This design comes from an exercise in tuning for small area, a short achievable clock period and few clock cycles on the open sky130 flow, not from production work.
In this exercise RTL edits were held to simulation tests only and were not proved equivalent to the original.
No activity file was given, so power comes from the tool's default toggle rates.

==> design/flow/config.mk <==
export PLATFORM = sky130hd
export DESIGN_NAME = px4io_engine
export DESIGN_NICKNAME = px4io_engine
export VERILOG_FILES = /design/flow/design.v
export SDC_FILE = /design/flow/constraint.sdc
export NUM_CORES = 8
export LEC_CHECK = 0
export CAP_MARGIN = 40
export CORE_MARGIN = 2
export CORE_UTILIZATION = 30
export CTS_CLUSTER_DIAMETER = 80
export CTS_CLUSTER_SIZE = 16
export SETUP_SLACK_MARGIN = 4.3
export SLEW_MARGIN = 40
export SYNTH_HIERARCHICAL = 1
==> design/flow/constraint.sdc <==
create_clock -name core_clock -period 10.0 [get_ports {clk}]
set_input_delay 2.0000 -clock core_clock [delete_from_list [all_inputs] [get_ports {clk}]]
set_output_delay 2.0000 -clock core_clock [all_outputs]
set_load 0.01 [all_outputs]
==> design/flow/design.v <==
module px4io_crc8_tab (
    input  wire [7:0] idx,
    output wire [7:0] val
);
    assign val[0] = idx[0] ^ idx[6] ^ idx[7];
    assign val[1] = idx[0] ^ idx[1] ^ idx[6];
    assign val[2] = idx[0] ^ idx[1] ^ idx[2] ^ idx[6];
    assign val[3] = idx[1] ^ idx[2] ^ idx[3] ^ idx[7];
    assign val[4] = idx[2] ^ idx[3] ^ idx[4];
    assign val[5] = idx[3] ^ idx[4] ^ idx[5];
    assign val[6] = idx[4] ^ idx[5] ^ idx[6];
    assign val[7] = idx[5] ^ idx[6] ^ idx[7];
endmodule
module px4io_engine (
    input  wire        clk,
    input  wire        rst,
    input  wire        cmd_valid,
    input  wire [7:0]  cmd,
    input  wire [7:0]  arg_mode,
    input  wire [7:0]  arg_page,
    input  wire [7:0]  arg_offset,
    input  wire [7:0]  arg_n,
    input  wire [7:0]  arg_retries,
    input  wire [15:0] arg_clear,
    input  wire [15:0] arg_set,
    input  wire        val_we,
    input  wire [4:0]  val_addr,
    input  wire [15:0] val_wdata,
    input  wire [4:0]  out_addr,
    output wire [15:0] out_rdata,
    output wire        link_req,
    output reg  [1:0]  link_op,
    output wire [7:0]  link_wdata,
    input  wire        link_ack,
    input  wire [1:0]  link_resp,
    input  wire [7:0]  link_rdata,
    output wire        busy,
    output reg         ready,
    output wire [7:0]  status,
    output reg  [7:0]  errinfo,
    output reg  [7:0]  result,
    output reg         flag,
    output reg  [2:0]  fault,
    output reg  [31:0] stall_cnt,
    output reg  [31:0] retry_cnt,
    output reg  [31:0] crcfail_cnt
);
    localparam [6:0] C_DEFAULT = 7'h01, C_CLEAR = 7'h02, C_BUILD = 7'h03,
                     C_CRC8    = 7'h04, C_CHECK = 7'h05, C_COUNT = 7'h06,
                     C_CODE    = 7'h07,
                     C_SETUP   = 7'h10, C_DISCARD = 7'h11, C_EXCHANGE = 7'h12,
                     C_NEW     = 7'h20, C_GET   = 7'h21, C_GET1  = 7'h22,
                     C_SET     = 7'h23, C_SET1  = 7'h24, C_MODIFY = 7'h25;
    localparam [1:0] OP_SETUP = 2'd0, OP_POLL = 2'd1, OP_WRITE = 2'd2, OP_FLUSH = 2'd3;
    localparam [1:0] R_OK = 2'd0, R_NODATA = 2'd1, R_ERR = 2'd2;   
    localparam [2:0] S_OK = 3'd0, S_COMM = 3'd1, S_ERROR_RESPONSE = 3'd2,
                     S_UNRESPONSIVE = 3'd4;
    localparam [2:0] F_NONE = 3'd0, F_BUSY_OVERLAP = 3'd1, F_ILLEGAL_CMD = 3'd2,
                     F_NOT_READY = 3'd3, F_BAD_COUNT = 3'd4, F_BAD_MODE = 3'd5;
    localparam [3:0] DRIVER_RETRIES = 4'd10;
    localparam [15:0] SENTINEL = 16'h55AA;
    localparam integer ST_IDLE  = 0,
                     ST_PKT   = 1,    
                     ST_SETUP = 2,    
                     ST_DISC  = 3,    
                     ST_DRAIN = 4,    
                     ST_WRITE = 5,    
                     ST_FLUSH = 6,    
                     ST_HDR   = 7,    
                     ST_BODY  = 8,    
                     ST_UNR   = 9,    
                     ST_BLDRX = 10;   
    function [7:0] crc_t1;
    input [7:0] x;
    begin
        crc_t1[0] = x[0] ^ x[6] ^ x[7];
        crc_t1[1] = x[0] ^ x[1] ^ x[6];
        crc_t1[2] = x[0] ^ x[1] ^ x[2] ^ x[6];
        crc_t1[3] = x[1] ^ x[2] ^ x[3] ^ x[7];
        crc_t1[4] = x[2] ^ x[3] ^ x[4];
        crc_t1[5] = x[3] ^ x[4] ^ x[5];
        crc_t1[6] = x[4] ^ x[5] ^ x[6];
        crc_t1[7] = x[5] ^ x[6] ^ x[7];
    end
endfunction
    function [7:0] crc_t2;
    input [7:0] x;
    begin
        crc_t2[0] = x[0] ^ x[4] ^ x[6];
        crc_t2[1] = x[1] ^ x[4] ^ x[5] ^ x[6] ^ x[7];
        crc_t2[2] = x[0] ^ x[2] ^ x[4] ^ x[5] ^ x[7];
        crc_t2[3] = x[1] ^ x[3] ^ x[5] ^ x[6];
        crc_t2[4] = x[0] ^ x[2] ^ x[4] ^ x[6] ^ x[7];
        crc_t2[5] = x[1] ^ x[3] ^ x[5] ^ x[7];
        crc_t2[6] = x[2] ^ x[4] ^ x[6];
        crc_t2[7] = x[3] ^ x[5] ^ x[7];
    end
endfunction
    function [7:0] crc_t3;
    input [7:0] x;
    begin
        crc_t3[0] = x[0] ^ x[2] ^ x[3] ^ x[5] ^ x[7];
        crc_t3[1] = x[0] ^ x[1] ^ x[2] ^ x[4] ^ x[5] ^ x[6] ^ x[7];
        crc_t3[2] = x[1] ^ x[6];
        crc_t3[3] = x[0] ^ x[2] ^ x[7];
        crc_t3[4] = x[1] ^ x[3];
        crc_t3[5] = x[0] ^ x[2] ^ x[4];
        crc_t3[6] = x[0] ^ x[1] ^ x[3] ^ x[5];
        crc_t3[7] = x[1] ^ x[2] ^ x[4] ^ x[6];
    end
endfunction
    function [7:0] crc_t4;
    input [7:0] x;
    begin
        crc_t4[0] = x[4] ^ x[6] ^ x[7];
        crc_t4[1] = x[0] ^ x[4] ^ x[5] ^ x[6];
        crc_t4[2] = x[0] ^ x[1] ^ x[4] ^ x[5];
        crc_t4[3] = x[1] ^ x[2] ^ x[5] ^ x[6];
        crc_t4[4] = x[0] ^ x[2] ^ x[3] ^ x[6] ^ x[7];
        crc_t4[5] = x[1] ^ x[3] ^ x[4] ^ x[7];
        crc_t4[6] = x[2] ^ x[4] ^ x[5];
        crc_t4[7] = x[3] ^ x[5] ^ x[6];
    end
endfunction
    function [7:0] crc_t8;
    input [7:0] x;
    begin
        crc_t8[0] = x[0] ^ x[4] ^ x[7];
        crc_t8[1] = x[0] ^ x[1] ^ x[4] ^ x[5] ^ x[7];
        crc_t8[2] = x[1] ^ x[2] ^ x[4] ^ x[5] ^ x[6] ^ x[7];
        crc_t8[3] = x[2] ^ x[3] ^ x[5] ^ x[6] ^ x[7];
        crc_t8[4] = x[0] ^ x[3] ^ x[4] ^ x[6] ^ x[7];
        crc_t8[5] = x[1] ^ x[4] ^ x[5] ^ x[7];
        crc_t8[6] = x[2] ^ x[5] ^ x[6];
        crc_t8[7] = x[3] ^ x[6] ^ x[7];
    end
endfunction
    function [7:0] crc_t16;
    input [7:0] x;
    begin
        crc_t16[0] = x[7];
        crc_t16[1] = x[0] ^ x[7];
        crc_t16[2] = x[1] ^ x[7];
        crc_t16[3] = x[2];
        crc_t16[4] = x[3];
        crc_t16[5] = x[4];
        crc_t16[6] = x[5];
        crc_t16[7] = x[6];
    end
endfunction
    function [7:0] crc_t32;
    input [7:0] x;
    begin
        crc_t32[0] = x[6];
        crc_t32[1] = x[6] ^ x[7];
        crc_t32[2] = x[0] ^ x[6] ^ x[7];
        crc_t32[3] = x[1] ^ x[7];
        crc_t32[4] = x[2];
        crc_t32[5] = x[3];
        crc_t32[6] = x[4];
        crc_t32[7] = x[5];
    end
endfunction
    function [7:0] crc_t64;
    input [7:0] x;
    begin
        crc_t64[0] = x[4];
        crc_t64[1] = x[4] ^ x[5];
        crc_t64[2] = x[4] ^ x[5] ^ x[6];
        crc_t64[3] = x[5] ^ x[6] ^ x[7];
        crc_t64[4] = x[0] ^ x[6] ^ x[7];
        crc_t64[5] = x[1] ^ x[7];
        crc_t64[6] = x[2];
        crc_t64[7] = x[3];
    end
endfunction
    function [7:0] crc_tinv;
    input [7:0] x;
    begin
        crc_tinv[0] = x[0] ^ x[1] ^ x[2] ^ x[4] ^ x[5] ^ x[7];
        crc_tinv[1] = x[3] ^ x[4] ^ x[6] ^ x[7];
        crc_tinv[2] = x[1] ^ x[2];
        crc_tinv[3] = x[0] ^ x[2] ^ x[3];
        crc_tinv[4] = x[0] ^ x[1] ^ x[3] ^ x[4];
        crc_tinv[5] = x[1] ^ x[2] ^ x[4] ^ x[5];
        crc_tinv[6] = x[0] ^ x[2] ^ x[3] ^ x[5] ^ x[6];
        crc_tinv[7] = x[0] ^ x[1] ^ x[3] ^ x[4] ^ x[6] ^ x[7];
    end
endfunction
    function [7:0] crc16s;
        input [7:0]  c;
        input [15:0] s;
        crc16s = crc_t2(c ^ s[7:0]) ^ crc_t1(s[15:8]);
    endfunction
    function [7:0] crc32s;
        input [7:0]  c;
        input [31:0] w;
        crc32s = crc_t4(c ^ w[7:0]) ^ crc_t3(w[15:8]) ^ crc_t2(w[23:16]) ^ crc_t1(w[31:24]);
    endfunction
    reg [543:0] tx;           
    reg [543:0] rx;           
    reg [31:0]  hdr;          
    reg [511:0] val;          
    reg [511:0] outr;         
    reg [10:0] st;
    reg        c_buf;         
    reg        c_build, c_crc8, c_check;
    reg        c_new;
    reg        c_xchg;        
    reg        c_get;         
    reg        c_mod;         
    reg        mod2;          
    reg        clr_pend;      
    reg [5:0]  c_n;           
    reg [15:0] c_clear;
    reg [15:0] c_set;
    reg [7:0]  att;           
    reg [7:0]  rlim;          
    reg [3:0]  catt;          
    reg [2:0]  status_r;      
    reg [5:0]  idx;           
    reg [6:0]  rp;            
    reg [7:0]  wcur;          
    reg        wb;            
    reg [7:0]  rcrc;          
    reg        cp_go;         
    reg        cp1;           
    reg [7:0]  pa;            
    reg        crc_done;      
    reg [7:0]  wk_c;          
    reg [4:0]  wk_w;          
    reg [5:0]  wk_rem;        
    reg        wk_on;         
    reg [4:0]  wk_rd;         
    reg [31:0] wk_wd;         
    reg        wk_v;          
    reg        wk_defer;      
    reg [2:0]  bk;            
    reg [7:0]  vcrc;          
    reg [5:0]  vlen;
    integer k;
    wire [6:0] d_code = cmd[6:0];
    wire       d_buf  = cmd[7];
    wire       d_pkt  = (d_code >= C_DEFAULT) && (d_code <= C_CODE);
    wire       d_reg  = (d_code >= C_GET) && (d_code <= C_MODIFY);
    wire       d_known = d_pkt ||
                         (d_code == C_SETUP) || (d_code == C_DISCARD) ||
                         (d_code == C_EXCHANGE) || (d_code == C_NEW) || d_reg;
    wire       d_illegal = !d_known || (d_buf && !d_pkt);
    wire       d_need_ready = (d_code == C_DISCARD) || (d_code == C_EXCHANGE) || d_reg;
    wire       d_has_n = (d_code == C_BUILD) || (d_code == C_CRC8) ||
                         (d_code == C_GET) || (d_code == C_SET);
    wire       d_bad_count = d_has_n && (arg_n > 8'd32);
    wire       d_bad_mode  = (d_code == C_BUILD) && (arg_mode[5:0] != 6'd0);
    wire       d_fault = d_illegal || (d_need_ready && !ready) || d_bad_count || d_bad_mode;
    wire       busy_r = !st[ST_IDLE];
    wire       active = !rst && (fault == F_NONE) && !(cmd_valid && busy_r);
    wire       iss    = active && !busy_r && cmd_valid && !d_fault;
    wire       i_default = iss && (d_code == C_DEFAULT);
    wire       i_clear   = iss && (d_code == C_CLEAR);
    wire       i_build   = iss && (d_code == C_BUILD);
    wire       i_crc8    = iss && (d_code == C_CRC8);
    wire       i_check   = iss && (d_code == C_CHECK);
    wire       i_new     = iss && (d_code == C_NEW);
    wire       i_get     = iss && (d_code == C_GET);
    wire       i_get1    = iss && ((d_code == C_GET1) || (d_code == C_MODIFY));
    wire       i_set     = iss && (d_code == C_SET);
    wire       i_set1    = iss && (d_code == C_SET1);
    wire       i_reg     = iss && d_reg;
    wire [7:0] d_b0 = d_buf ? rx[7:0] : tx[7:0];
    wire       i_check_run = i_check && (d_b0[5:0] <= 6'd32);
    wire [5:0] n_iss = (i_get1 || i_set1) ? 6'd1 :
                       i_check ? d_b0[5:0] : arg_n[5:0];
    wire       s_zero = i_get || i_get1;
    wire       s_vcrc = (i_build || i_set || i_set1) && (vlen == n_iss);
    wire        wk_active = wk_on || wk_v;
    wire [4:0]  taddr   = wk_w | rp[6:2];
    reg [31:0] tx_word, rx_word;
    always @(*) begin
        tx_word = 32'd0;
        rx_word = 32'd0;
        for (k = 0; k < 17; k = k + 1) begin
            tx_word = tx_word | ({32{taddr == k}} & tx[32*k +: 32]);
            rx_word = rx_word | ({32{wk_w == k}} & rx[32*k +: 32]);
        end
    end
    wire        wr_ok   = !wk_active && (crc_done || cp1);
    assign busy      = busy_r;
    assign status    = {5'd0, status_r};
    wire [31:0] osel;
    wire [15:0] og0, og1, og2, og3, on01, on23;
    px4io_dec5     u_odec (.a(out_addr), .y(osel));
    px4io_ao8x16   u_og0 (.s(osel[7:0]),   .d(outr[127:0]),   .q(og0));
    px4io_ao8x16   u_og1 (.s(osel[15:8]),  .d(outr[255:128]), .q(og1));
    px4io_ao8x16   u_og2 (.s(osel[23:16]), .d(outr[383:256]), .q(og2));
    px4io_ao8x16   u_og3 (.s(osel[31:24]), .d(outr[511:384]), .q(og3));
    px4io_nor2x16  u_on0 (.a(og0), .b(og1), .y(on01));
    px4io_nor2x16  u_on1 (.a(og2), .b(og3), .y(on23));
    px4io_nand2x16 u_ond (.a(on01), .b(on23), .y(out_rdata));
    assign link_wdata = wcur;
    wire [7:0]  tx_rbyte = tx_word[8*rp[1:0] +: 8];
    assign link_req  = st[ST_SETUP] || st[ST_DISC] || st[ST_DRAIN] ||
                       st[ST_FLUSH] || st[ST_HDR] || st[ST_BODY] ||
                       (st[ST_WRITE] && wr_ok);
    always @(*) begin
        case (1'b1)
            st[ST_SETUP]: link_op = OP_SETUP;
            st[ST_WRITE]: link_op = OP_WRITE;
            st[ST_FLUSH]: link_op = OP_FLUSH;
            default:  link_op = OP_POLL;
        endcase
    end
    wire call    = !rst && !cmd_valid && link_req && link_ack;
    wire r_data  = (link_resp == R_OK);
    wire r_nod   = (link_resp == R_NODATA);
    wire r_err   = (link_resp == R_ERR);
    wire [6:0] txlen = (tx[7:6] == 2'b01) ? ({tx[5:0], 1'b0} + 7'd4) : 7'd4;
    wire [5:0] h_cnt   = hdr[5:0];
    wire       rd_poll = call && (st[ST_HDR] || st[ST_BODY]);
    wire       rd_data = rd_poll && r_data;
    wire       h_last  = st[ST_HDR] && (idx[1:0] == 2'd3);
    wire       h_bad   = (hdr[7:6] != 2'b00) || (h_cnt > 6'd32);
    wire       b_last  = st[ST_BODY] && (({1'b0, idx} + 7'd1) == {h_cnt, 1'b0});
    wire       x_comp  = rd_data && ((h_last && !h_bad && (h_cnt == 6'd0)) || b_last);
    wire       x_rej   = rd_data && h_last && h_bad;
    wire       x_stall = rd_poll && r_nod && wb;
    wire       x_comm  = call && ((st[ST_WRITE] || st[ST_FLUSH]) ? r_err :
                                  (st[ST_HDR] || st[ST_BODY]) && !r_data && !r_nod);
    wire       x_abandon = x_rej || x_stall;
    wire       x_retry = x_abandon && (att != rlim);
    wire       x_unresp = x_abandon && (att == rlim);
    wire       accept  = (link_rdata == (rcrc ^ crc_tinv(hdr[15:8])));
    wire       p_acc   = x_comp && !c_xchg && accept;
    wire       p_fail  = x_comp && !c_xchg && !accept;
    wire       p_again = p_fail && (catt != DRIVER_RETRIES);
    wire       acc_get = p_acc && c_get;
    wire       acc_mod1 = p_acc && c_mod && !mod2;
    wire [7:0] b_0 = c_buf ? rx[7:0]   : tx[7:0];
    wire [7:0] b_2 = c_buf ? rx[23:16] : tx[23:16];
    wire [7:0] b_3 = c_buf ? rx[31:24] : tx[31:24];
    wire [7:0] ch0 = crc_t4(b_0) ^ crc_t2(b_2) ^ crc_t1(b_3);
    wire [7:0] ch1 = c_n[0] ? crc_t2(ch0) : ch0;
    wire [7:0] ch2 = c_n[1] ? crc_t4(ch1) : ch1;
    wire [7:0] ch3 = c_n[2] ? crc_t8(ch2) : ch2;
    wire [7:0] cf1 = c_n[3] ? crc_t16(pa) : pa;
    wire [7:0] cf2 = c_n[4] ? crc_t32(cf1) : cf1;
    wire [7:0] cf3 = c_n[5] ? crc_t64(cf2) : cf2;
    wire [7:0] crc_v = cf3 ^ wk_c;
    wire       fin   = active && cp1 && !wk_active && !st[ST_BLDRX] && !wk_defer;
    wire [31:0] wk_word = c_buf ? rx_word : tx_word;
    wire [7:0] h3_now = st[ST_HDR] ? link_rdata : hdr[31:24];
    wire [5:0] b_n = arg_n[5:0];
    reg  [31:0] lt_n;            
    always @(*) begin
        for (k = 0; k < 32; k = k + 1)
            lt_n[k] = arg_n[5] || (arg_n[4:0] > k);
    end
    wire        cpy_now = active && st[ST_BLDRX];
    reg  [63:0] vgrp;
    reg  [31:0] lt_cn;           
    always @(*) begin
        vgrp = 64'd0;
        for (k = 0; k < 8; k = k + 1)
            vgrp = vgrp | ({64{bk == k}} & val[64*k +: 64]);
        for (k = 0; k < 32; k = k + 1)
            lt_cn[k] = (c_n > k);
    end
    wire rx_zero = rst || (i_default && d_buf) || i_new;
    wire rx_clr  = (i_clear && d_buf) || i_reg || p_again || (active && clr_pend);
    wire rx_bld  = i_build && d_buf;
    wire rx_hwr  = x_comp && !p_again;
    wire rx_crc  = fin && c_build && c_buf;
    wire rx_bw   = rd_data && st[ST_BODY];
    wire tx_zero = rst || (i_default && !d_buf) || i_new;
    wire tx_clr  = i_clear && !d_buf;
    wire tx_hdr  = (i_build && !d_buf) || i_reg;
    wire tx_crc  = fin && !(c_build && c_buf) && !c_crc8 && !c_check;
    wire tx_ldv  = (i_build && !d_buf) || i_set;
    wire [7:0] tx_b0 = i_build ? (arg_n | arg_mode) :
                       i_get ? {2'b00, arg_n[5:0]} :
                       i_get1 ? 8'h01 :
                       i_set ? {2'b01, arg_n[5:0]} : 8'h41;
    reg  [63:0]  bw_at;
    always @(*) begin
        for (k = 0; k < 64; k = k + 1)
            bw_at[k] = rx_bw && (idx == k);
    end
    wire [15:0] mod_s0 = {(bw_at[1] ? link_rdata : rx[47:40]), (bw_at[0] ? link_rdata : rx[39:32])};
    wire [15:0] mod_w  = (mod_s0 & ~c_clear) | c_set;
    reg [543:0] rx_nxt;
    reg [543:0] tx_nxt;
    reg         s_v, s_r, s_h, s_z, s_w;
    always @(*) begin
        rx_nxt[31:0] = rx[31:0];
        if (rx_zero || rx_clr)
            rx_nxt[31:0] = 32'd0;
        else if (rx_bld) begin
            rx_nxt[7:0]   = arg_n | arg_mode;
            rx_nxt[23:16] = arg_page;
            rx_nxt[31:24] = arg_offset;
        end else if (rx_hwr)
            rx_nxt[31:0] = {h3_now, hdr[23:0]};
        else if (rx_crc)
            rx_nxt[15:8] = crc_v;
        for (k = 0; k < 64; k = k + 1) begin
            s_r = (bw_at[k] && !rx_clr) || (cpy_now && ((k / 8) == bk) && lt_cn[k / 2]);
            s_h = !(rx_zero || rx_clr || s_r);
            rx_nxt[32 + 8*k +: 8] = ({8{s_r}} & (cpy_now ? vgrp[8*(k % 8) +: 8] : link_rdata)) |
                                    ({8{rx_clr}} & ((k % 2) ? SENTINEL[15:8] : SENTINEL[7:0])) |
                                    ({8{s_h}} & rx[32 + 8*k +: 8]);
        end
        tx_nxt[31:0] = tx[31:0];
        if (tx_zero || tx_clr)
            tx_nxt[31:0] = 32'd0;
        else if (tx_hdr) begin
            tx_nxt[7:0]   = tx_b0;
            tx_nxt[23:16] = arg_page;
            tx_nxt[31:24] = arg_offset;
        end else if (acc_mod1)
            tx_nxt[7:0] = 8'h41;
        else if (tx_crc)
            tx_nxt[15:8] = crc_v;
        for (k = 0; k < 32; k = k + 1) begin
            s_v = (tx_ldv && lt_n[k]) || (i_set1 && (k == 0));
            s_z = tx_zero || (i_get && lt_n[k]) || (i_get1 && (k == 0));
            s_w = acc_mod1 && (k == 0);
            s_h = !(s_v || s_z || s_w || tx_clr);
            tx_nxt[32 + 16*k +: 16] = ({16{s_v}} & val[16*k +: 16]) |
                                      ({16{tx_clr}} & SENTINEL) |
                                      ({16{s_w}} & mod_w) |
                                      ({16{s_h}} & tx[32 + 16*k +: 16]);
        end
    end
    always @(posedge clk) begin
        rx <= rx_nxt;
        tx <= tx_nxt;
    end
    wire [15:0] val_d = rst ? 16'd0 : val_wdata;
    always @(posedge clk) begin
        for (k = 0; k < 32; k = k + 1)
            if (rst || (val_we && (fault == F_NONE) && (val_addr == k)))
                val[16*k +: 16] <= val_d;
    end
    always @(posedge clk) begin
        for (k = 0; k < 32; k = k + 1)
            if (rst || (acc_get && (c_n > k)) || (acc_mod1 && (k == 0)))
                outr[16*k +: 16] <= rx_nxt[32 + 16*k +: 16];
    end
    always @(posedge clk) begin
        if (rst) begin
            hdr <= 32'd0;
            st <= 11'd1 << ST_IDLE;
            c_buf <= 1'b0;
            c_build <= 1'b0;
            c_crc8 <= 1'b0;
            c_check <= 1'b0;
            c_new <= 1'b0;
            c_xchg <= 1'b0;
            c_get <= 1'b0;
            c_mod <= 1'b0;
            mod2 <= 1'b0;
            clr_pend <= 1'b0;
            c_n <= 6'd0;
            c_clear <= 16'd0;
            c_set <= 16'd0;
            att <= 8'd0;
            rlim <= 8'd0;
            catt <= 4'd0;
            idx <= 6'd0;
            rp <= 7'd0;
            wcur <= 8'd0;
            wb <= 1'b0;
            rcrc <= 8'd0;
            cp_go <= 1'b0;
            cp1 <= 1'b0;
            pa <= 8'd0;
            crc_done <= 1'b0;
            wk_c <= 8'd0;
            wk_w <= 5'd0;
            wk_rem <= 6'd0;
            wk_on <= 1'b0;
            wk_rd <= 5'd0;
            wk_wd <= 32'd0;
            wk_v <= 1'b0;
            wk_defer <= 1'b0;
            bk <= 3'd0;
            vcrc <= 8'd0;
            vlen <= 6'd0;
            ready <= 1'b0;
            status_r <= S_OK;
            errinfo <= 8'd0;
            result <= 8'd0;
            flag <= 1'b0;
            fault <= F_NONE;
            stall_cnt <= 32'd0;
            retry_cnt <= 32'd0;
            crcfail_cnt <= 32'd0;
        end else if (fault != F_NONE) begin
            st <= 11'd1 << ST_IDLE;
        end else if (cmd_valid && busy_r) begin
            fault <= F_BUSY_OVERLAP;
            st <= 11'd1 << ST_IDLE;
        end else begin
            if (val_we) begin
                if (val_addr == 5'd0) begin
                    vcrc <= crc16s(8'd0, val_wdata);
                    vlen <= 6'd1;
                end else if ({1'b0, val_addr} == vlen) begin
                    vcrc <= crc16s(vcrc, val_wdata);
                    vlen <= vlen + 6'd1;
                end else if ({1'b0, val_addr} < vlen) begin
                    vcrc <= 8'd0;
                    vlen <= 6'd0;
                end
            end
            clr_pend <= acc_mod1;
            if (cp_go) begin
                pa <= ch3;
                cp1 <= 1'b1;
                cp_go <= 1'b0;
            end
            wk_v <= wk_on;
            if (wk_on) begin
                wk_wd <= wk_word;
                wk_rd <= wk_rd - 5'd1;
                wk_on <= (wk_rd > 5'd1);
                wk_w <= (wk_rd > 5'd1) ? wk_w + 5'd1 : 5'd0;
            end
            if (wk_v) begin
                if (wk_rem == 6'd1) begin
                    wk_c <= crc16s(wk_c, wk_wd[15:0]);
                    wk_rem <= 6'd0;
                end else begin
                    wk_c <= crc32s(wk_c, wk_wd);
                    wk_rem <= wk_rem - 6'd2;
                end
            end
            if (fin) begin
                cp1 <= 1'b0;
                if (c_crc8)
                    result <= crc_v;
                if (c_check)
                    flag <= (crc_v == (c_buf ? rx[15:8] : tx[15:8]));
                if (!c_build && !c_crc8 && !c_check)
                    crc_done <= 1'b1;
                if (st[ST_PKT]) begin
                    st <= 11'd1 << ST_IDLE;
                end
            end
            if (rd_data)
                rcrc <= crc_t1(rcrc ^ ((st[ST_HDR] && (idx[1:0] == 2'd1)) ? 8'd0 : link_rdata));
            case (1'b1)
            st[ST_IDLE]: begin
                if (cmd_valid) begin
                    if (d_illegal)
                        fault <= F_ILLEGAL_CMD;
                    else if (d_need_ready && !ready)
                        fault <= F_NOT_READY;
                    else if (d_bad_count)
                        fault <= F_BAD_COUNT;
                    else if (d_bad_mode)
                        fault <= F_BAD_MODE;
                    else begin
                        c_buf   <= d_buf;
                        c_build <= (d_code == C_BUILD);
                        c_crc8  <= (d_code == C_CRC8);
                        c_check <= (d_code == C_CHECK);
                        c_new   <= (d_code == C_NEW);
                        c_xchg  <= (d_code == C_EXCHANGE);
                        c_get   <= (d_code == C_GET) || (d_code == C_GET1);
                        c_mod   <= (d_code == C_MODIFY);
                        mod2    <= 1'b0;
                        c_n     <= n_iss;
                        c_clear <= arg_clear;
                        c_set   <= arg_set;
                        rp      <= 7'd0;
                        case (d_code)
                        C_BUILD, C_CRC8: begin
                            st <= 11'd1 << ST_PKT;
                            bk <= 3'd0;
                            if (i_build && d_buf && (arg_n[5:0] != 6'd0))
                                st <= 11'd1 << ST_BLDRX;
                        end
                        C_CHECK: begin
                            if (!i_check_run)
                                flag <= 1'b0;
                            else begin
                                st <= 11'd1 << ST_PKT;
                            end
                        end
                        C_COUNT: result <= {2'b00, d_b0[5:0]};
                        C_CODE:  result <= {d_b0[7:6], 6'd0};
                        C_SETUP, C_NEW: begin
                            st <= 11'd1 << ST_SETUP;
                        end
                        C_DISCARD: begin
                            st <= 11'd1 << ST_DISC;
                        end
                        C_EXCHANGE: begin
                            if (arg_retries == 8'd0)
                                st <= 11'd1 << ST_UNR;
                            else begin
                                st <= 11'd1 << ST_DRAIN;
                                rlim <= arg_retries;
                                att <= 8'd1;
                                wb <= 1'b0;
                                crc_done <= 1'b1;
                            end
                        end
                        C_GET, C_GET1, C_SET, C_SET1, C_MODIFY: begin
                            st <= 11'd1 << ST_DRAIN;
                            rlim <= {4'd0, DRIVER_RETRIES};
                            att <= 8'd1;
                            catt <= 4'd1;
                            wb <= 1'b0;
                            crc_done <= 1'b0;
                        end
                        default: ;
                        endcase
                        if (i_build || i_crc8 || i_check_run || i_reg) begin
                            cp_go <= 1'b1;
                            cp1 <= 1'b0;
                            wk_w <= (!(s_zero || s_vcrc) && (n_iss != 6'd0)) ? 5'd1 : 5'd0;
                            wk_c <= s_vcrc ? vcrc : 8'd0;
                            wk_rem <= (s_zero || s_vcrc) ? 6'd0 : n_iss;
                            wk_on <= !(s_zero || s_vcrc) && (n_iss != 6'd0);
                            wk_rd <= n_iss[5:1] + {4'd0, n_iss[0]};
                            wk_v <= 1'b0;
                            wk_defer <= 1'b0;
                            if (i_build && d_buf) begin
                                wk_on <= 1'b0;
                                wk_w <= 5'd0;
                                wk_defer <= !s_vcrc && (n_iss != 6'd0);
                            end
                        end
                    end
                end
            end
            st[ST_BLDRX]: begin
                bk <= bk + 3'd1;
                if (({1'b0, bk, 2'b00} + 6'd4) >= c_n) begin
                    st <= 11'd1 << ST_PKT;
                    if (wk_defer) begin
                        wk_defer <= 1'b0;
                        wk_on <= 1'b1;
                        wk_w <= 5'd1;
                        wk_rd <= c_n[5:1] + {4'd0, c_n[0]};
                    end
                end
            end
            st[ST_UNR]: begin
                status_r <= S_UNRESPONSIVE;
                st <= 11'd1 << ST_IDLE;
            end
            st[ST_SETUP]: begin
                if (call) begin
                    if (r_err) begin
                        if (c_new) ready <= 1'b0;
                        errinfo <= link_rdata;
                        status_r <= S_COMM;
                        st <= 11'd1 << ST_IDLE;
                    end else if (r_data) begin
                        ready <= 1'b1;
                        status_r <= S_OK;
                        st <= 11'd1 << ST_IDLE;
                    end
                end
            end
            st[ST_DISC]: begin
                if (call && !r_data) begin
                    status_r <= S_OK;
                    st <= 11'd1 << ST_IDLE;
                end
            end
            st[ST_DRAIN]: begin
                if (call && !r_data) begin
                    wcur <= tx[7:0];
                    rp <= 7'd1;
                    st <= 11'd1 << ST_WRITE;
                end
            end
            st[ST_WRITE]: begin
                if (call && r_data) begin
                    if (rp == txlen)
                        st <= 11'd1 << ST_FLUSH;
                    else begin
                        wcur <= (rp == 7'd1) ? (crc_done ? tx[15:8] : crc_v) : tx_rbyte;
                        rp <= rp + 7'd1;
                    end
                end
            end
            st[ST_FLUSH]: begin
                if (call && r_data) begin
                    idx <= 6'd0;
                    rcrc <= 8'd0;
                    st <= 11'd1 << ST_HDR;
                end
            end
            st[ST_HDR], st[ST_BODY]: begin
                if (rd_data) begin
                    wb <= 1'b0;
                    if (st[ST_HDR]) begin
                        case (idx[1:0])
                            2'd0: hdr[7:0]   <= link_rdata;
                            2'd1: hdr[15:8]  <= link_rdata;
                            2'd2: hdr[23:16] <= link_rdata;
                            default: hdr[31:24] <= link_rdata;
                        endcase
                    end
                    if (h_last) begin
                        idx <= 6'd0;
                        if (!h_bad && (h_cnt != 6'd0))
                            st <= 11'd1 << ST_BODY;
                    end else
                        idx <= idx + 6'd1;
                end else if (rd_poll && r_nod)
                    wb <= 1'b1;
            end
            default: ;
            endcase
            if (x_comm) begin
                errinfo <= link_rdata;
                status_r <= S_COMM;
                st <= 11'd1 << ST_IDLE;
            end
            if (x_abandon && x_stall)
                stall_cnt <= stall_cnt + 32'd1;
            if (x_retry) begin
                att <= att + 8'd1;
                retry_cnt <= retry_cnt + 32'd1;
                wb <= 1'b0;
                st <= 11'd1 << ST_DRAIN;
            end
            if (x_unresp) begin
                status_r <= S_UNRESPONSIVE;
                st <= 11'd1 << ST_IDLE;
            end
            if (x_comp) begin
                result <= {1'b0, h_cnt, 1'b0} + 8'd4;
                if (c_xchg) begin
                    status_r <= S_OK;
                    st <= 11'd1 << ST_IDLE;
                end else if (p_fail) begin
                    crcfail_cnt <= crcfail_cnt + 32'd1;
                    if (p_again) begin
                        catt <= catt + 4'd1;
                        att <= 8'd1;
                        wb <= 1'b0;
                        st <= 11'd1 << ST_DRAIN;
                    end else begin
                        status_r <= S_ERROR_RESPONSE;
                        st <= 11'd1 << ST_IDLE;
                    end
                end else if (acc_mod1) begin
                    mod2 <= 1'b1;
                    catt <= 4'd1;
                    att <= 8'd1;
                    wb <= 1'b0;
                    st <= 11'd1 << ST_DRAIN;
                    crc_done <= 1'b0;
                    cp_go <= 1'b1;
                    cp1 <= 1'b0;
                    wk_w <= 5'd0;
                    rp <= 7'd0;
                    wk_c <= crc16s(8'd0, mod_w);
                    wk_rem <= 6'd0;
                    wk_on <= 1'b0;
                    wk_v <= 1'b0;
                end else begin
                    status_r <= S_OK;
                    st <= 11'd1 << ST_IDLE;
                end
            end
        end
    end
endmodule
module px4io_dec5 (
    input  wire [4:0]  a,
    output reg  [31:0] y
);
    integer k;
    always @(*) begin
        for (k = 0; k < 32; k = k + 1)
            y[k] = (a == k);
    end
endmodule
module px4io_ao8x16 (
    input  wire [7:0]   s,
    input  wire [127:0] d,
    output reg  [15:0]  q
);
    integer k;
    always @(*) begin
        q = 16'd0;
        for (k = 0; k < 8; k = k + 1)
            q = q | ({16{s[k]}} & d[16*k +: 16]);
    end
endmodule
module px4io_nor2x16 (
    input  wire [15:0] a,
    input  wire [15:0] b,
    output wire [15:0] y
);
    assign y = ~(a | b);
endmodule
module px4io_nand2x16 (
    input  wire [15:0] a,
    input  wire [15:0] b,
    output wire [15:0] y
);
    assign y = ~(a & b);
endmodule
==> design/flow/flow/run.sh <==
#!/bin/bash
set -euo pipefail
export BUFFER_PORTS_ARGS="-buffer_cell sky130_fd_sc_hd__buf_2"
sed 's/"\${@:-finish}"/ABC_LOAD_IN_FF=35 "${@:-finish}"/' standard.sh > standard_abc.sh
grep -q 'ABC_LOAD_IN_FF=35 ' standard_abc.sh
bash standard_abc.sh > flow_make.log 2>&1
==> design/flow/standard.sh <==
#!/bin/bash
# synth_recipe.tcl (not shown) runs the flow's synth.tcl, then flattens the netlist and writes it again
# the make line also repeats each setting of config.mk as NAME=value (left out here)
make -C /OpenROAD-flow-scripts/flow DESIGN_CONFIG=/design/flow/config.mk WORK_HOME=/design/flow/orfs CLKGATE_MAP_FILE= SYNTH_SCRIPT=/design/flow/synth_recipe.tcl "${@:-finish}"
==> flow_metrics.env, run 1 <==
export IMPL_htree_levels=4
export IMPL_ctsHoldBuffers=0
export IMPL_finalCriticalPeriod_ns=5.99
export IMPL_cp_data_arrival_time_ns=6.74
export IMPL_track_usage_pct=28.7
export IMPL_fp_dieW_um=606
export IMPL_p_per_area_nw_per_um2=159
export IMPL_nets=9927
export IMPL_gp_congestion=1.04
export IMPL_synth_cell_types=108
export IMPL_die_h_um=606
export IMPL_io_buffers=268
export IMPL_use_met1_pct=35.3
export IMPL_synth_seq_cells=2460
export IMPL_gr_total_overflow=0
export IMPL_synth_seq_area_share_pct=54.7
export IMPL_relSlewSlack_pct=29.5
export IMPL_ff2ff_path_depth=15
export IMPL_clk_latency_ns=0.93
export IMPL_multiInputGateArea_sq_um=45300
export IMPL_area_growth_pct=13.6
export IMPL_max_stage_delay_ns=0.75
export IMPL_total_power_mw=19.7
export IMPL_vdd_ir_drop_max_uv=131
export IMPL_cpMostUsedCell="buf_4"
export IMPL_synth_area_sq_um=109000
export IMPL_yosys_most_used_dff="dfxtp_1"
export IMPL_cp_start_kind="register"
export IMPL_vias=93897
export IMPL_first_global_vias=84670
export IMPL_met2_usage_pct=39.8
export IMPL_fin_setup_tns_ns=0
export IMPL_worstMarginPinSlew_ns=1.06
export IMPL_dieArea_sq_um=367000
export IMPL_first_pass_iters=10
export IMPL_synth_top_area_cell="edfxtp_1"
export IMPL_grt_pass1_wl_mm=732
export IMPL_core_area_sq_um=362000
export IMPL_cp_slowest_cell="nand4_1"
export IMPL_ys_top_cells_by_area="edfxtp_1 (28%), dfxtp_1 (26%), clkbuf_1 (4.1%)"
export IMPL_ys_warnings_count=9
export IMPL_mostFrequentLayoutCells="dfxtp_1 (1430), edfxtp_1 (1024), nand2_1 (765)"
export IMPL_fin_crit_sh_pct=59.9
export IMPL_stdcell_area_sq_um=124000
export IMPL_final_hold_violation_count=0
export IMPL_grt_busiest_layer="met2"
export IMPL_fmax_mhz=167
export IMPL_setup_viol_count_final=0
export IMPL_antenna_found_initial=62
export IMPL_layout_commonest_cell="dfxtp_1"
export IMPL_p_leak_nw=42.4
export IMPL_drc=0
export IMPL_path_class="reg -> reg"
export IMPL_finalWirelength_mm=553
export IMPL_synth_top_area_share_pct=28.3
export IMPL_clkSinkCount=2460
export IMPL_numCtsBuffers=187
export IMPL_cap_violations=0
export IMPL_fillers=36173
export IMPL_crit_required_ns=10.75
export IMPL_async_flop_share_pct=0
export IMPL_synthCells=10166
export IMPL_synth_edf_count=1024
export IMPL_hold_path_depth=2
export IMPL_clk_pin_slew_ns=0.07
export IMPL_drt_iter0_markers=18614
export IMPL_crit_path_max_fanout=18
export IMPL_cts_tree="yes"
export IMPL_ant_nets=0
export IMPL_drive_above_1_share_pct=17.1
export IMPL_status="timing/DRC/antenna clean"
export IMPL_cts_root_buffer="clkbuf_16"
export IMPL_grt_util_met3_pct=12.6
export IMPL_rsz0062_at_grt="true"
export IMPL_slew_viol_final=0
export IMPL_grt_max_degree=162
export IMPL_ios=274
export IMPL_crit_chain="or2_2, buf_4, nor2_2, buf_4, nand2_2, nor2_2, buf_4, a22o_1, a2111oi_0, nand4_1, mux4_2, nor2_1, a211oi_1, a21oi_1, a211oi_1"
export IMPL_via_per_inst=6.37
export IMPL_syn_area_per_cell_sq_um=10.7
export IMPL_end_kind="register"
export IMPL_dp_hpwl_mm=387
export IMPL_skew_ns=0.0652
export IMPL_initial_core_util_pct=30.1
export IMPL_dpl_cell_area_sq_um=116000
export IMPL_routedWlPerCell_um=37.6
export IMPL_hold_path_class="reg -> reg"
export IMPL_regArea_sq_um=59500
export IMPL_num_rows=221
export IMPL_clock_path_buffers=4
-- worst max-delay path: cells and delay by family (launching register included) --
kind / cells / cell delay [ns]
buf+inv: 3 / 0.86
simple gates: 6 / 2.00
flops: 1 / 0.63
mux: 1 / 0.73
compound gates: 5 / 1.59
-- modules after synthesis, one instance, submodules excluded --
module / copies in the design / area, sq um / flip-flops and latches
px4io_nand2x16: 1 / 180 / 0
px4io_ao8x16: 4 / 953 / 0
px4io_dec5: 1 / 621 / 0
px4io_nor2x16: 2 / 180 / 0
px4io_engine: 1 / 104000 / 2460
-- logic make-up (layout without fill, tap and decap cells) --
| group | Yosys count | after routing | synth area share [%] |
|---|---|---|---|
| and+or+nand+nor | 2390 | 2392 | 11.4 |
| DFF | 2460 | 2460 | 54.7 |
| AOI/OAI and AO/OA | 2991 | 2991 | 20.6 |
| muxes | 246 | 246 | 2.42 |
| buffers and inverters | 1501 | 1225 | 5.73 |
| other | 1 | 45 | 0.00345 |
| adders and majority gates | 47 | 47 | 0.541 |
| xor gates and xnor gates | 530 | 530 | 4.66 |
-- registers in the layout, summed over array words and instances, names as in the netlist, 32 cells and up --
name	cells
val	512
wk_wd	32
outr	512
crcfail_cnt	32
retry_cnt	32
tx	544
stall_cnt	32
hdr	32
rx	544
-- cell type report --
cell class,instances,share of cell area [%]
antenna,40,0.0810
clock buffer,303,4.16
clock inverter,23,0.240
inverter,96,0.299
multi-input combinational,6211,36.6
sequential,2460,48.2
tap,4794,4.85
timing repair buffer,803,5.56
-- synth_stat cells, types with 113 or more instances --
library cell,count
dfxtp_1,1436
clkbuf_1,1202
edfxtp_1,1024
nand2_1,778
a22oi_1,519
nand3_1,484
nor2_1,481
a21oi_1,447
a22o_1,338
a221o_1,326
xnor2_1,321
o21ai_1,266
mux2i_1,215
o211ai_1,204
a222oi_1,186
xor2_1,176
o21ai_0,150
a221oi_1,113
-- final timing paths --
check / slack, ns / end / start
max: 4.01 / wcur[4]$_SDFFE_PP0P_ / wk_w[0]$_SDFFE_PP0P_
min: 0.45 / c_set[8]$_SDFFE_PP0P_ / c_set[8]$_SDFFE_PP0P_
max reg2reg: 4.01 / wcur[4]$_SDFFE_PP0P_ / wk_w[0]$_SDFFE_PP0P_
min reg2reg: 0.45 / c_set[8]$_SDFFE_PP0P_ / c_set[8]$_SDFFE_PP0P_
-- report_power, final --
part / internal, mW / switching (mW) / leakage [nW]
Clock: 3.61 / 3.86 / 2.61
Sequential: 10.7 / 0.143 / 22.0
Combinational: 0.376 / 1.02 / 17.8
-- through the flow --
stage | hold WS, ns | cells | utilization (%) | setup WS, ns
3_3_place_gp | 0.441 | 14192 | 31.6 | 2.46
2_1_floorplan | 0.419 | 10170 | - | 4.42
5_1_grt | 0.464 | 14698 | 34.1 | 4.26
4_1_cts | 0.454 | 14668 | 33.9 | 4.21
3_5_place_dp | 0.444 | 14249 | 32.0 | 2.74
6_report | 0.451 | 14730 | 34.2 | 4.01
-- timing repair --
item	in CTS	in global routing
resized for setup	77	82
endpoints found under the setup margin	1042	296
gates cloned	4	2
pin swaps	41	36
buffers inserted	89	14
-- layer usage --
metal	vias to the layer above	part of all wire, %
li1	37243	-
met3	2082	16
met1	46051	35
met2	8479	40
met5	-	0.10
met4	42	8.7
Testbench counts, summed over its fixed seeds: cycles 47,047.
==> run 2, diff against run 1 <==
--- a/design/flow/design.v
+++ b/design/flow/design.v
@@ -222,6 +222,7 @@
     reg [6:0]  rp;            
     reg [7:0]  wcur;          
     reg        wb;            
+    reg        b_lst;         
     reg [7:0]  rcrc;          
     reg        cp_go;         
     reg        cp1;           
@@ -275,13 +276,11 @@
     wire       s_vcrc = (i_build || i_set || i_set1) && (vlen == n_iss);
     wire        wk_active = wk_on || wk_v;
     wire [4:0]  taddr   = wk_w | rp[6:2];
-    reg [31:0] tx_word, rx_word;
+    reg [31:0] tx_word;
     always @(*) begin
         tx_word = 32'd0;
-        rx_word = 32'd0;
         for (k = 0; k < 17; k = k + 1) begin
             tx_word = tx_word | ({32{taddr == k}} & tx[32*k +: 32]);
-            rx_word = rx_word | ({32{wk_w == k}} & rx[32*k +: 32]);
         end
     end
     wire        wr_ok   = !wk_active && (crc_done || cp1);
@@ -320,7 +319,7 @@
     wire       rd_data = rd_poll && r_data;
     wire       h_last  = st[ST_HDR] && (idx[1:0] == 2'd3);
     wire       h_bad   = (hdr[7:6] != 2'b00) || (h_cnt > 6'd32);
-    wire       b_last  = st[ST_BODY] && (({1'b0, idx} + 7'd1) == {h_cnt, 1'b0});
+    wire       b_last  = st[ST_BODY] && b_lst;
     wire       x_comp  = rd_data && ((h_last && !h_bad && (h_cnt == 6'd0)) || b_last);
     wire       x_rej   = rd_data && h_last && h_bad;
     wire       x_stall = rd_poll && r_nod && wb;
@@ -347,7 +346,8 @@
     wire [7:0] cf3 = c_n[5] ? crc_t64(cf2) : cf2;
     wire [7:0] crc_v = cf3 ^ wk_c;
     wire       fin   = active && cp1 && !wk_active && !st[ST_BLDRX] && !wk_defer;
-    wire [31:0] wk_word = c_buf ? rx_word : tx_word;
+    wire        rx_rot  = active && wk_on && c_buf;
+    wire [31:0] wk_word = c_buf ? rx[63:32] : tx_word;
     wire [7:0] h3_now = st[ST_HDR] ? link_rdata : hdr[31:24];
     wire [5:0] b_n = arg_n[5:0];
     reg  [31:0] lt_n;            
@@ -404,8 +404,9 @@
             rx_nxt[15:8] = crc_v;
         for (k = 0; k < 64; k = k + 1) begin
             s_r = (bw_at[k] && !rx_clr) || (cpy_now && ((k / 8) == bk) && lt_cn[k / 2]);
-            s_h = !(rx_zero || rx_clr || s_r);
+            s_h = !(rx_zero || rx_clr || s_r || rx_rot);
             rx_nxt[32 + 8*k +: 8] = ({8{s_r}} & (cpy_now ? vgrp[8*(k % 8) +: 8] : link_rdata)) |
+                                    ({8{rx_rot}} & rx[32 + 8*((k + 4) % 64) +: 8]) |
                                     ({8{rx_clr}} & ((k % 2) ? SENTINEL[15:8] : SENTINEL[7:0])) |
                                     ({8{s_h}} & rx[32 + 8*k +: 8]);
         end
@@ -467,6 +468,7 @@
             rlim <= 8'd0;
             catt <= 4'd0;
             idx <= 6'd0;
+            b_lst <= 1'b0;
             rp <= 7'd0;
             wcur <= 8'd0;
             wb <= 1'b0;
@@ -519,12 +521,13 @@
                 cp1 <= 1'b1;
                 cp_go <= 1'b0;
             end
-            wk_v <= wk_on;
+            wk_v <= wk_on && (wk_rd != 5'd0);
             if (wk_on) begin
                 wk_wd <= wk_word;
-                wk_rd <= wk_rd - 5'd1;
-                wk_on <= (wk_rd > 5'd1);
-                wk_w <= (wk_rd > 5'd1) ? wk_w + 5'd1 : 5'd0;
+                if (wk_rd != 5'd0)
+                    wk_rd <= wk_rd - 5'd1;
+                wk_on <= c_buf ? (wk_w != 5'd16) : (wk_rd > 5'd1);
+                wk_w <= (c_buf ? (wk_w != 5'd16) : (wk_rd > 5'd1)) ? wk_w + 5'd1 : 5'd0;
             end
             if (wk_v) begin
                 if (wk_rem == 6'd1) begin
@@ -707,6 +710,7 @@
                             default: hdr[31:24] <= link_rdata;
                         endcase
                     end
+                    b_lst <= st[ST_BODY] && (({1'b0, idx} + 7'd2) == {h_cnt, 1'b0});
                     if (h_last) begin
                         idx <= 6'd0;
                         if (!h_bad && (h_cnt != 6'd0))
==> run 2 against run 1 <==
  * Still clean on timing, DRC and antenna
  * Critical endpoint is now out_rdata[11]
  * Fmax grew 4.2%
  * Die area up 0.45%
  * Non-clock buffer count shrank 94
  * Area after synthesis is 0.45% higher
==> flow_metrics.env, run 2 <==
export IMPL_status="timing/DRC/antenna clean"
export IMPL_seqPwrFrac_pct=55.1
export IMPL_path_class="in -> out"
export IMPL_cap_violations=0
export IMPL_rsz0062_at_grt="true"
export IMPL_die_h_um=608
export IMPL_clk_pin_slew_ns=0.08
export IMPL_cts_root_buffer="clkbuf_16"
export IMPL_fin_crit_sh_pct=57.5
export IMPL_setup_viol_count_final=0
export IMPL_synth_seq_cells=2461
export IMPL_end_kind="output pin"
export IMPL_path_buf_inv=5
export IMPL_fp_dieW_um=608
export IMPL_clkPwrFrac_pct=38.1
export IMPL_cp_data_arrival_time_ns=3.75
export IMPL_drive_above_1_share_pct=17.0
export IMPL_hold_slack_ns=0.425
export IMPL_vias=89278
export IMPL_clk_latency_ns=1.00
export IMPL_ys_warnings_count=9
export IMPL_fin_setup_tns_ns=0
export IMPL_htree_levels=4
export IMPL_cp_slowest_cell="a22oi_1"
export IMPL_synth_top_area_share_pct=28.1
export IMPL_hold_path_depth=2
export IMPL_layout_commonest_cell="dfxtp_1"
export IMPL_ant_nets=0
export IMPL_gr_total_overflow=0
export IMPL_fmax_mhz=174
export IMPL_gp_congestion=1.02
export IMPL_regArea_sq_um=59500
export IMPL_worstMarginPinSlew_ns=1.01
export IMPL_routedWlPerCell_um=33.2
export IMPL_io_buffers=268
export IMPL_synth_cell_types=110
export IMPL_clock_path_buffers=4
export IMPL_vdd_ir_drop_max_uv=146
export IMPL_total_power_mw=19.6
export IMPL_first_pass_iters=12
export IMPL_final_cells=14760
export IMPL_multiInputGateArea_sq_um=45800
export IMPL_crit_path_max_fanout=7
export IMPL_drt_iter0_markers=15791
export IMPL_p_per_area_nw_per_um2=159
export IMPL_first_global_vias=81478
export IMPL_ys_top_cells_by_area="edfxtp_1 (28%), dfxtp_1 (26%), clkbuf_1 (4.3%)"
export IMPL_dpl_cell_area_sq_um=115000
export IMPL_track_usage_pct=25.2
export IMPL_synth_commonest_cells="dfxtp_1 (1437), clkbuf_1 (1257), edfxtp_1 (1024)"
export IMPL_relSlewSlack_pct=32.2
export IMPL_dieArea_sq_um=369000
export IMPL_synth_most_common_cell="dfxtp_1"
export IMPL_combinationalPowerShare_pct=6.7
export IMPL_ios=274
export IMPL_initial_core_util_pct=30.1
export IMPL_core_area_sq_um=363000
export IMPL_numCtsBuffers=186
export IMPL_top_regs="rx x544, tx x544"
export IMPL_crit_chain="buf_6, nand2b_4, buf_12, buf_12, nor2_4, buf_12, a22oi_1, nand4_4, nor2_4, nand2_4, buf_2"
export IMPL_synth_seq_area_share_pct=54.5
export IMPL_max_stage_delay_ns=0.30
export IMPL_grt_pass1_wl_mm=664
export IMPL_mostFrequentLayoutCells="dfxtp_1 (1427), edfxtp_1 (1024), nand2_1 (741)"
export IMPL_place_ws_ns=2.45
export IMPL_switching_share_pct=25.5
export IMPL_dp_hpwl_mm=340
export IMPL_num_rows=221
export IMPL_antenna_found_initial=29
export IMPL_p_int_mw=14.6
export IMPL_layout_setup_ws_ns=4.25
export IMPL_synth_top_area_cell="edfxtp_1"
export IMPL_finalCriticalPeriod_ns=5.75
export IMPL_stdcell_area_sq_um=123000
export IMPL_grt_max_degree=156
export IMPL_slew_viol_final=0
export IMPL_fillers=36145
export IMPL_p_leak_nw=42.6
export IMPL_p_sw_mw=5.00
export IMPL_hold_path_class="reg -> reg"
export IMPL_nets=9957
export IMPL_synth_area_sq_um=109000
export IMPL_cpMostUsedCell="buf_12"
export IMPL_clkSinkCount=2461
export IMPL_fin_util_pct=34.0
export IMPL_async_flop_share_pct=0
export IMPL_finalWirelength_mm=490
export IMPL_yosys_most_used_dff="dfxtp_1"
export IMPL_via_per_inst=6.05
export IMPL_placed_cells=14306
export IMPL_worst_path_stages=11
export IMPL_ff2ff_path_depth=15
export IMPL_cp_top_family="buffers and inverters"
export IMPL_drc=0
export IMPL_final_hold_violation_count=0
export IMPL_area_growth_pct=12.8
export IMPL_syn_area_per_cell_sq_um=10.6
export IMPL_synthCells=10333
export IMPL_crit_required_ns=8.00
export IMPL_skew_ns=0.137
export IMPL_synth_edf_count=1024
export IMPL_cp_start_kind="input pin"
export IMPL_cts_tree="yes"
## run 2: final timing paths
path | from | endpoint | slack [ns]
min reg2reg | rx[74]$_DFF_P_ | rx[42]$_DFF_P_ | 0.42
max reg2reg | rp[2]$_SDFFE_PP0P_ | wcur[6]$_SDFFE_PP0P_ | 4.31
min | rx[74]$_DFF_P_ | rx[42]$_DFF_P_ | 0.42
max | out_addr[4] | out_rdata[11] | 4.25
## run 2: per-module statistics from Yosys, one instance, submodules excluded
module          cell area (sq um)  copies in the design  cells
px4io_nor2x16                 180                     2     16
px4io_dec5                    621                     1     54
px4io_engine               104000                     1   9847
px4io_ao8x16                  953                     4     96
px4io_nand2x16                180                     1     16
## run 2: metal layers
layer	routed length, um	vias up	track usage (%)
li1	-	37196	-
met1	184000	44323	31.8
met2	204000	6407	36.6
met3	66400	1336	8.88
met4	35600	16	15.7
met5	121	-	0
## run 2: repair_timing
item | 4_1_cts | 5_1_grt
hold endpoints to repair | 0 | 0
gates cloned | 4 | 1
setup endpoints to repair | 1662 | 830
resized for setup | 128 | 99
hold buffers | 0 | 0
buffers inserted | 71 | 10
pin swaps | 61 | 41
## run 2: cell type report
cell class	count	area share, %
tap	4794	4.87
antenna	32	0.0650
sequential	2461	48.3
inverter	100	0.307
multi-input combinational	6333	37.1
clock buffer	304	4.18
clock inverter	27	0.295
timing repair buffer	709	4.87
## run 2: power groups by stage
stage                     Clock [mW]  Sequential [mW]  Combinational (mW)
after floorplan                    0             11.0               0.613
after global placement             0             11.0                1.16
after detailed placement           0             11.0                1.21
after CTS                       7.48             10.8                1.25
after global routing            7.83             10.8                1.33
final                           7.49             10.8                1.32
## run 2: worst register-to-register path, cell delays in order, from the launching register on
cell and delay (ns):
dfxtp_1 0.60, or2_4 0.60, buf_4 0.44, nor2_1 0.11
nand2_1 0.16, nor2_2 0.07, buf_4 0.26, a221oi_1 0.70
nand4_1 0.35, nor2_1 0.61, inv_1 0.10, mux4_2 0.55
mux2i_1 0.18, nor2_1 0.07, a21oi_1 0.57, a211oi_1 0.16
## run 2: kinds of logic (layout without fill, tap and decap cells)
family          count (synthesis)  after routing  synth area share, %
compound gates               3042           3042                 20.8
xor+xnor                      534            534                 4.79
fa+ha+maj                      45             45                0.515
buf+inv                      1546           1140                 5.89
flops                        2461           2461                 54.5
mux                           142            142                 1.46
other cells                     1             37              0.00343
simple gates                 2562           2565                 12.1
Testbench counts of run 2, summed over its fixed seeds: cycles 47,338.
==> run 3, diff against run 2 <==
--- a/design/flow/config.mk
+++ b/design/flow/config.mk
@@ -10,6 +10,6 @@
 export CORE_UTILIZATION = 30
 export CTS_CLUSTER_DIAMETER = 80
 export CTS_CLUSTER_SIZE = 16
-export SETUP_SLACK_MARGIN = 4.3
+export SETUP_SLACK_MARGIN = 4.5
 export SLEW_MARGIN = 40
 export SYNTH_HIERARCHICAL = 1
==> run 3 against run 2 <==
  * Global-route usage decreased by 0.15 points
  * Sequential power is essentially flat
  * Via count is 0.78% higher
  * Fmax hardly changed
  * Critical path depth increased by 3
  * Sequential share of layout area shrank 0.24 points
  * Count of clock-buffer cells in the layout decreased by 4
  * First-iteration DRC count rose by 3.4%
  * Clock skew grew 0.0084 ns
  * Worst setup slack worse by 0.0015 ns
==> flow_metrics.env, run 3 <==
export IMPL_status="timing/DRC/antenna clean"
export IMPL_core_area_sq_um=363000
export IMPL_reg2reg_slack_ns=4.25
export IMPL_first_global_vias=81648
export IMPL_synth_top_area_share_pct=28.1
export IMPL_fin_setup_tns_ns=0
export IMPL_synth_area_sq_um=109000
export IMPL_crit_path_max_fanout=28
export IMPL_ios=274
export IMPL_synthXorXnorAreaFrac_pct=4.79
export IMPL_multiInputGateArea_sq_um=46100
export IMPL_synth_compound_area_share_pct=20.8
export IMPL_die_h_um=608
export IMPL_ys_top_cells_by_area="edfxtp_1 (28%), dfxtp_1 (26%), clkbuf_1 (4.3%)"
export IMPL_mostFrequentLayoutCells="dfxtp_1 (1433), edfxtp_1 (1024), nand2_1 (745)"
export IMPL_num_rows=221
export IMPL_nets=10010
export IMPL_crit_chain="nor2_2, buf_4, nand3_1, nor2_2, buf_4, a22o_1, a221oi_1, nand4_1, a21oi_1, mux4_2, mux2_2, o21ai_0, mux2i_1, nor2_1"
export IMPL_p_per_area_nw_per_um2=158
export IMPL_layout_setup_ws_ns=4.25
export IMPL_drive_above_1_share_pct=17.7
export IMPL_fin_crit_sh_pct=57.5
export IMPL_synth_top_area_cell="edfxtp_1"
export IMPL_crit_required_ns=10.83
export IMPL_drc=0
export IMPL_finalWirelength_mm=488
export IMPL_fmax_mhz=174
export IMPL_final_hold_violation_count=0
export IMPL_cap_violations=0
export IMPL_grt_pass1_wl_mm=664
export IMPL_first_pass_iters=10
export IMPL_synth_cell_types=110
export IMPL_area_growth_pct=13.3
export IMPL_ant_nets=0
export IMPL_hold_path_depth=1
export IMPL_htree_levels=4
export IMPL_yosys_most_used_dff="dfxtp_1"
export IMPL_path_class="reg -> reg"
export IMPL_clk_latency_ns=0.96
export IMPL_async_flop_share_pct=0
export IMPL_synth_commonest_cells="dfxtp_1 (1437), clkbuf_1 (1257), edfxtp_1 (1024)"
export IMPL_dpl_cell_area_sq_um=115000
export IMPL_syn_area_per_cell_sq_um=10.6
export IMPL_ff2ff_path_depth=14
export IMPL_worstMarginPinSlew_ns=1.07
export IMPL_grt_max_degree=161
export IMPL_numCtsBuffers=186
export IMPL_synthCells=10333
export IMPL_setup_viol_count_final=0
export IMPL_total_power_mw=19.6
export IMPL_synth_simple_area_share_pct=12.1
export IMPL_synth_most_common_cell="dfxtp_1"
export IMPL_ys_warnings_count=9
export IMPL_synth_seq_area_share_pct=54.5
export IMPL_routedWlPerCell_um=33.0
export IMPL_cp_top_family="simple AND/OR/NAND/NOR gates"
export IMPL_track_usage_pct=25.1
export IMPL_fillers=35967
export IMPL_gr_total_overflow=0
export IMPL_io_buffers=268
export IMPL_gp_congestion=1.03
export IMPL_synth_seq_cells=2461
export IMPL_max_stage_delay_ns=0.77
export IMPL_cp_slowest_cell="nand3_1"
export IMPL_synthAdderAreaFrac_pct=0.515
export IMPL_slew_viol_final=0
export IMPL_hold_path_class="reg -> reg"
export IMPL_rsz0062_at_grt="true"
export IMPL_via_per_inst=6.08
export IMPL_finalCriticalPeriod_ns=5.75
export IMPL_synth_top_family_by_area="compound AO/OA/AOI/OAI gates"
export IMPL_hold_path_startpoint="val[473]$_DFFE_PP_"
export IMPL_drt_iter0_markers=16328
export IMPL_skew_ns=0.145
export IMPL_r2r_end="wcur[1]$_SDFFE_PP0P_"
export IMPL_cts_root_buffer="clkbuf_16"
export IMPL_stdcell_area_sq_um=124000
export IMPL_clock_path_buffers=4
export IMPL_place_ws_ns=2.59
export IMPL_dp_hpwl_mm=335
export IMPL_min_to="tx[505]$_DFF_P_"
export IMPL_clk_pin_slew_ns=0.08
export IMPL_muxShareOfSynthArea_pct=1.46
export IMPL_vdd_ir_drop_max_uv=147
export IMPL_fp_dieW_um=608
export IMPL_top_regs="rx x544, tx x544"
export IMPL_dieArea_sq_um=369000
export IMPL_regArea_sq_um=59500
export IMPL_r2r_start="rp[3]$_SDFFE_PP0P_"
export IMPL_layout_commonest_cell="dfxtp_1"
export IMPL_cp_data_arrival_time_ns=6.58
export IMPL_clkSinkCount=2461
export IMPL_relSlewSlack_pct=28.8
export IMPL_antenna_found_initial=34
export IMPL_initial_core_util_pct=30.1
export IMPL_synth_edf_count=1024
export IMPL_end_kind="register"
export IMPL_vias=89970
export IMPL_cp_start_kind="register"
export IMPL_path_buf_inv=2
export IMPL_p_leak_nw=42.9
export IMPL_cts_tree="yes"
## run 3: cell counts after synthesis
No cell type changed its count.
## run 3: repair_timing
action                     in CTS  in global routing
setup buffers                 110                 10
setup endpoints to repair    1630               1145
gates resized for setup       234                 98
hold buffers                    0                  0
gates cloned                    7                  3
pin swaps                     128                 46
## run 3: layer usage
layer,up-vias,wire (um),GRT usage [%]
met5,-,171,0
met2,6685,203000,36.6
met3,1428,67200,8.51
met4,24,37800,15.7
li1,37245,-,-
met1,44588,180000,31.6
## run 3: per-module statistics from Yosys, one instance, submodules excluded
module | cells inside | cell area (sq um) | copies in the design | flip-flops and latches
px4io_engine | 9847 | 104000 | 1 | 2461
px4io_dec5 | 54 | 621 | 1 | 0
px4io_nand2x16 | 16 | 180 | 1 | 0
px4io_ao8x16 | 96 | 953 | 4 | 0
px4io_nor2x16 | 16 | 180 | 2 | 0
## run 3: worst max path at each step
stage	start	endpoint	slack (ns)	cells after the start
2_1_floorplan	cmd[4]	tx[188]$_DFF_P_	4.50	17
3_3_place_gp	cmd[0]	wk_w[0]$_SDFFE_PP0P_	2.42	14
3_5_place_dp	cmd[2]	tx[184]$_DFF_P_	2.59	13
4_1_cts	out_addr[1]	out_rdata[12]	4.29	11
5_1_grt	out_addr[3]	out_rdata[5]	4.27	11
6_report	rp[3]$_SDFFE_PP0P_	wcur[1]$_SDFFE_PP0P_	4.25	14
## run 3: worst register-to-register path, stage by stage (launching register included)
cell and delay, ns:
dfxtp_1 0.41, nor2_2 0.14, buf_4 0.61, nand3_1 0.80
nor2_2 0.49, buf_4 0.58, a22o_1 0.29, a221oi_1 0.06
nand4_1 0.17, a21oi_1 0.23, mux4_2 0.69, mux2_2 0.32
o21ai_0 0.61, mux2i_1 0.16, nor2_1 0.13
## run 3: final cells by class
class	count	area share [%]
multi-input combinational	6335	37.2
inverter	100	0.308
sequential	2461	48.1
tap	4794	4.84
timing repair buffer	760	5.23
clock inverter	19	0.188
clock buffer	300	4.15
antenna	20	0.0404
## run 3: report_power, final
part           internal, mW  switching (mW)
Combinational         0.379           0.970
Sequential             10.7           0.145
Clock                  3.55            3.82
## run 3: cell families after synthesis
kind of cell               after synthesis
other                                    1
muxes                                  142
adders and majority gates               45
xor gates and xnor gates               534
DFF                                   2461
buffers and inverters                 1546
AOI/OAI and AO/OA                     3042
and+or+nand+nor                       2562
## run 3: metrics by stage
stage	std cells	util, %	hold slack (ns)
5_1_grt	14772	34.2	0.464
6_report	14789	34.2	0.443
2_1_floorplan	10337	-	0.430
3_5_place_dp	14316	31.7	0.449
3_3_place_gp	14277	31.5	0.444
4_1_cts	14752	34.0	0.433
==> run 4, diff against run 3 <==
--- a/design/flow/config.mk
+++ b/design/flow/config.mk
@@ -10,6 +10,6 @@
 export CORE_UTILIZATION = 30
 export CTS_CLUSTER_DIAMETER = 80
 export CTS_CLUSTER_SIZE = 16
-export SETUP_SLACK_MARGIN = 4.5
+export SETUP_SLACK_MARGIN = 4.1
 export SLEW_MARGIN = 40
 export SYNTH_HIERARCHICAL = 1
==> run 4 against run 3 <==
  * Non-clock buffer count decreased by 78
  * Clock skew rose by 0.0045 ns
  * Count of clock-buffer cells in the layout rose by 3
  * Worst setup slack worse by 0.19 ns
  * Routed wire length fell by 3.3%
  * Worst hold slack got worse by 0.032 ns
==> flow_metrics.env, run 4 <==
export IMPL_relSlewSlack_pct=34.0
export IMPL_first_pass_iters=10
export IMPL_path_class="in -> out"
export IMPL_regArea_sq_um=59500
export IMPL_status="timing/DRC/antenna clean"
export IMPL_yosys_most_used_dff="dfxtp_1"
export IMPL_finalWirelength_mm=472
export IMPL_max_stage_delay_ns=0.43
export IMPL_first_global_vias=80512
export IMPL_cp_data_arrival_time_ns=3.94
export IMPL_cp_slowest_cell="a22oi_1"
export IMPL_crit_chain="buf_2, nand3b_1, buf_12, nor2_4, buf_12, a22oi_1, nand4_2, nor2_4, nand2_4, buf_2"
export IMPL_clkSinkCount=2461
export IMPL_vias=88221
export IMPL_ios=274
export IMPL_fmax_mhz=168
export IMPL_fillers=36269
export IMPL_p_per_area_nw_per_um2=160
export IMPL_cts_tree="yes"
export IMPL_gr_total_overflow=0
export IMPL_skew_ns=0.150
export IMPL_layout_commonest_cell="dfxtp_1"
export IMPL_hold_path_class="reg -> reg"
export IMPL_synth_top_area_share_pct=28.1
export IMPL_r2r_start="rp[3]$_SDFFE_PP0P_"
export IMPL_track_usage_pct=24.2
export IMPL_ff2ff_path_depth=15
export IMPL_final_hold_violation_count=0
export IMPL_synth_seq_area_share_pct=54.5
export IMPL_multiInputGateArea_sq_um=45000
export IMPL_crit_path_max_fanout=10
export IMPL_ctsHoldBuffers=0
export IMPL_synth_edf_count=1024
export IMPL_via_per_inst=6.00
export IMPL_synth_area_sq_um=109000
export IMPL_fp_dieW_um=608
export IMPL_fin_crit_sh_pct=59.4
export IMPL_end_kind="output pin"
export IMPL_htree_levels=4
export IMPL_grt_pass1_wl_mm=644
export IMPL_top_regs="rx x544, tx x544"
export IMPL_gp_congestion=1.00
export IMPL_ys_top_cells_by_area="edfxtp_1 (28%), dfxtp_1 (26%), clkbuf_1 (4.3%)"
export IMPL_cts_root_buffer="clkbuf_16"
export IMPL_dieArea_sq_um=369000
export IMPL_drc=0
export IMPL_drive_above_1_share_pct=15.2
export IMPL_finalCriticalPeriod_ns=5.94
export IMPL_synth_commonest_cells="dfxtp_1 (1437), clkbuf_1 (1257), edfxtp_1 (1024)"
[run 4: changes by cell type in the layout (fill, tap and decap cells not counted), moves of 9 or more]
cell     previous run  this run
nand4_2            21        32
buf_6              52        11
a22oi_2           181        30
buf_2             252       270
buf_12             57        48
nand4_4            43        32
a22oi_1           278       429
nor2_2             37        24
buf_4             359       324
[run 4: final cells by class]
type	instances	area share [%]
timing repair buffer	682	4.46
multi-input combinational	6332	37.0
clock buffer	303	4.23
antenna	12	0.0247
inverter	100	0.314
tap	4794	4.93
clock inverter	21	0.168
sequential	2461	48.9
[run 4: cell families after synthesis]
logic type / count (synthesis) / share of synthesized area, %
multiplexers: 142 / 1.46
flip-flops: 2461 / 54.5
other: 1 / 0.00343
adder cells (fa/ha/maj): 45 / 0.515
AND/OR/NAND/NOR: 2562 / 12.1
XOR/XNOR: 534 / 4.79
buffers and inverters: 1546 / 5.89
AO/OA/AOI/OAI: 3042 / 20.8
[run 4: Yosys stat by module (local to each module, per instance)]
module | copies in the design | flops+latches
px4io_dec5 | 1 | 0
px4io_engine | 1 | 2461
px4io_nand2x16 | 1 | 0
px4io_nor2x16 | 2 | 0
px4io_ao8x16 | 4 | 0
[run 4: power breakdown]
group,switching [mW],internal [mW],leakage [nW]
clock network,3.80,3.54,2.56
registers,0.135,10.7,22.0
logic,0.934,0.334,17.6
[run 4: through the flow]
step,hold WS (ns),setup WS [ns],cells
floorplan,0.430,4.25,10337
CTS,0.418,4.12,14685
global placement,0.443,2.54,14265
detailed placement,0.447,2.55,14295
global route,0.437,4.08,14695
finish,0.410,4.06,14705
[run 4: how the worst max path moves through the flow]
stage                startpoint             endpoint  slack, ns  depth (start not counted)
floorplan                cmd[6]  outr[500]$_DFFE_PP_       4.25                         16
finish              out_addr[0]         out_rdata[4]       4.06                         10
detailed placement       cmd[2]      tx[391]$_DFF_P_       2.55                         13
global placement         cmd[2]      tx[492]$_DFF_P_       2.54                         13
CTS                 out_addr[0]         out_rdata[9]       4.12                          8
global route        out_addr[0]         out_rdata[4]       4.08                         10
[run 4: layer usage]
metal,up-vias,wire length [um],part of all wire [%],GRT usage (%)
li1,37065,-,-,-
met1,43656,178000,38,31.0
met2,6269,197000,42,35.5
met3,1227,61400,13,7.49
met4,4,35100,7.4,15.2
met5,-,24,0.0051,0
[run 4: what timing repair did]
action,CTS,global route
cloned,1,1
setup buffers,65,2
pin swaps,33,1
resized for setup,16,19
hold endpoints to repair,0,0
setup endpoints to repair,1342,269

Setup slack of run 4, layout unchanged: 4.061 ns with ideal ports, 4.038 ns with driving cells assumed (clock clkbuf_16, inputs buf_2), 3.182 ns with port delays also shifted by the 0.984 ns mid clock arrival.
